Background: an optimization exercise with open tools, aiming at small area. Do not read the settings as production practice. The RTL was checked by simulation tests, not by an equivalence proof against the original design. Power figures rest on the tool's default switching activity, not on a simulated workload.

old:
// updc
module updc (
    input             clk,
    input             rst,
    input             echo,
    input             btn1,
    input             btn2,
    input             adc_done,
    input      [11:0] adc_data,
    input             bus_en,
    input             bus_we,
    input      [7:0]  bus_addr,
    input      [31:0] bus_wdata,
    output            trig,
    output     [11:0] dac_out,
    output reg        dac_we,
    output            led1,
    output            led2,
    output            irq,
    output reg [31:0] bus_rdata
);
For scale: ~2,300 cells after synthesis, ~340 flip-flops, ~110 I/O pins, ~17,000 µm² of cells after synthesis.
==> flow/config.mk <==
export PLATFORM = sky130hd
export DESIGN_NAME = updc
export DESIGN_NICKNAME = updc
export VERILOG_FILES = /design/flow/design.v
export SDC_FILE = /design/flow/constraint.sdc
export NUM_CORES = 4
export LEC_CHECK = 0
export ABC_AREA = 1
export CAP_MARGIN = 20
export CORE_MARGIN = 2
export CORE_UTILIZATION = 65
export PLACE_DENSITY = 0.8
export SLEW_MARGIN = 20
==> flow/constraint.sdc <==
create_clock -name core_clock -period 100.0 [get_ports {clk}]
set_input_delay 20.0000 -clock core_clock [delete_from_list [all_inputs] [get_ports {clk}]]
set_output_delay 20.0000 -clock core_clock [all_outputs]
set_load 0.01 [all_outputs]
standard.sh (not shown) runs the stock make flow with config.mk's settings and CLKGATE_MAP_FILE= SYNTH_SCRIPT=/design/flow/synth_recipe.tcl, a recipe that flattens the netlist after the stock synthesis.
==> flow/flow/run.sh <==
#!/bin/bash
# Standard layout with two changes: ports are buffered with the smallest
# buffer, and clock tree synthesis uses small buffers without dummy loads.
set -euo pipefail
export BUFFER_PORTS_ARGS="-buffer_cell sky130_fd_sc_hd__buf_1"
export CTS_ARGS="-sink_clustering_enable -repair_clock_nets -dont_use_dummy_load -buf_list sky130_fd_sc_hd__clkbuf_16 -sink_clustering_size 28 -sink_clustering_max_diameter 80"
bash standard.sh > run_standard.log 2>&1
old: done, clean on timing, DRC and antenna
Here is what was changed in the inputs of new compared with old.
==> flow/flow/run.sh <==
#!/bin/bash
# Standard layout with two changes: ports are buffered with the smallest
# buffer, and clock tree synthesis uses small buffers without dummy loads.
set -euo pipefail
export BUFFER_PORTS_ARGS="-buffer_cell sky130_fd_sc_hd__buf_1"
export CTS_ARGS="-sink_clustering_enable -repair_clock_nets -dont_use_dummy_load -buf_list sky130_fd_sc_hd__clkbuf_16 -sink_clustering_size 30 -sink_clustering_max_diameter 80"
bash standard.sh > run_standard.log 2>&1
Between old and new, the difference in maximum clock rate is negligible. On new: hold slack is 0.0082 ns lower than what old gave. Looking only at met3 capacity usage during global routing, and setting everything else aside, the lower value of old and new goes to old. Higher via count was reported by new, not old. Summary: with old as the reference, via density per instance in new moved up slightly. Re met3 wire length: old and new aren't equal, and the higher value belongs to new. Summed area of non-filler cells in the final layout: new vs old, no meaningful difference. In terms of utilization after layout, new and old differ only marginally.

* * *

Setup of P:
updc, a different RTL version from the one above (not shown whole).
Size in the first run: roughly 340 flip-flops.
clock: 100.0 ns
lec_check: 0
abc_area: 1
cap_margin: 20
core_margin: 2
core_utilization: 65
place_density: 0.8
slew_margin: 20
==> flow/flow/run.sh <==
#!/bin/bash
# The standard layout (standard.sh, unchanged synthesis) with two changes:
# ports are buffered with the smallest buffer (buf_1), and clock tree synthesis
# clusters more flip-flops per clkbuf_16 and inserts no dummy loads.
set -euo pipefail
export BUFFER_PORTS_ARGS="-buffer_cell sky130_fd_sc_hd__buf_1"
export CTS_ARGS="-sink_clustering_enable -repair_clock_nets -dont_use_dummy_load -buf_list sky130_fd_sc_hd__clkbuf_16 -sink_clustering_size 32 -sink_clustering_max_diameter 100"
bash standard.sh > run_standard.log 2>&1
### P -> Q
--- a/flow/flow/run.sh
+++ b/flow/flow/run.sh
@@ -5,4 +5,4 @@
 set -euo pipefail
 export BUFFER_PORTS_ARGS="-buffer_cell sky130_fd_sc_hd__buf_1"
-export CTS_ARGS="-sink_clustering_enable -repair_clock_nets -dont_use_dummy_load -buf_list sky130_fd_sc_hd__clkbuf_16 -sink_clustering_size 32 -sink_clustering_max_diameter 100"
+export CTS_ARGS="-sink_clustering_enable -repair_clock_nets -dont_use_dummy_load -buf_list sky130_fd_sc_hd__clkbuf_16 -sink_clustering_size 28 -sink_clustering_max_diameter 80"
 bash standard.sh > run_standard.log 2>&1
Q went all the way through the flow, and no timing, DRC or antenna check failed.
The lower clock buffer count from CTS of Q and P is in P.
P -> Q: footprint of the flip-flops and latches delta 0, exact match
Q vs. P: number of non-filler instances in the completed layout held, worst setup margin went down 0.032 ns.
Higher portion of total power attributed to sequential cells was reported by P, not Q.
Met1 routing resource usage after global routing essentially unchanged between Q and P.

-- port drivers added, routing unchanged --
In the flow no input, the clock included, has a driving cell. The finished layouts below were timed again as built, in two steps.
Step 1, drivers: a clkbuf_16 drives clk and a buf_2 each remaining input, both assumed.
Step 2 times the ports against the registers' clock, not the clock port: input delays grow and output delays shrink by t, the midpoint of the rising clock arrivals with the driver on.
Slacks: ideal ports / drivers / drivers and shift; pairs: ideal ports / drivers.
| run | t, ns | setup slack, ns | worst hold slack (ns) | slew at the worst register clock pin (ns) | worst data-port slew with drivers (ns) |
|---|---|---|---|---|---|
| old | 0.552 | 55.271 / 55.247 / 55.247 | 0.474 / 0.474 / 0.474 | 0.11 / 0.11 | 0.08 |
| new | 0.553 | 55.154 / 55.130 / 55.130 | 0.466 / 0.466 / 0.466 | 0.12 / 0.12 | 0.08 |
| P | 0.554 | 56.043 / 56.019 / 56.019 | 0.468 / 0.468 / 0.468 | 0.12 / 0.12 | 0.09 |
| Q | 0.562 | 56.011 / 55.988 / 55.988 | 0.471 / 0.471 / 0.471 | 0.11 / 0.11 | 0.09 |
After both steps every run listed still meets setup and hold.
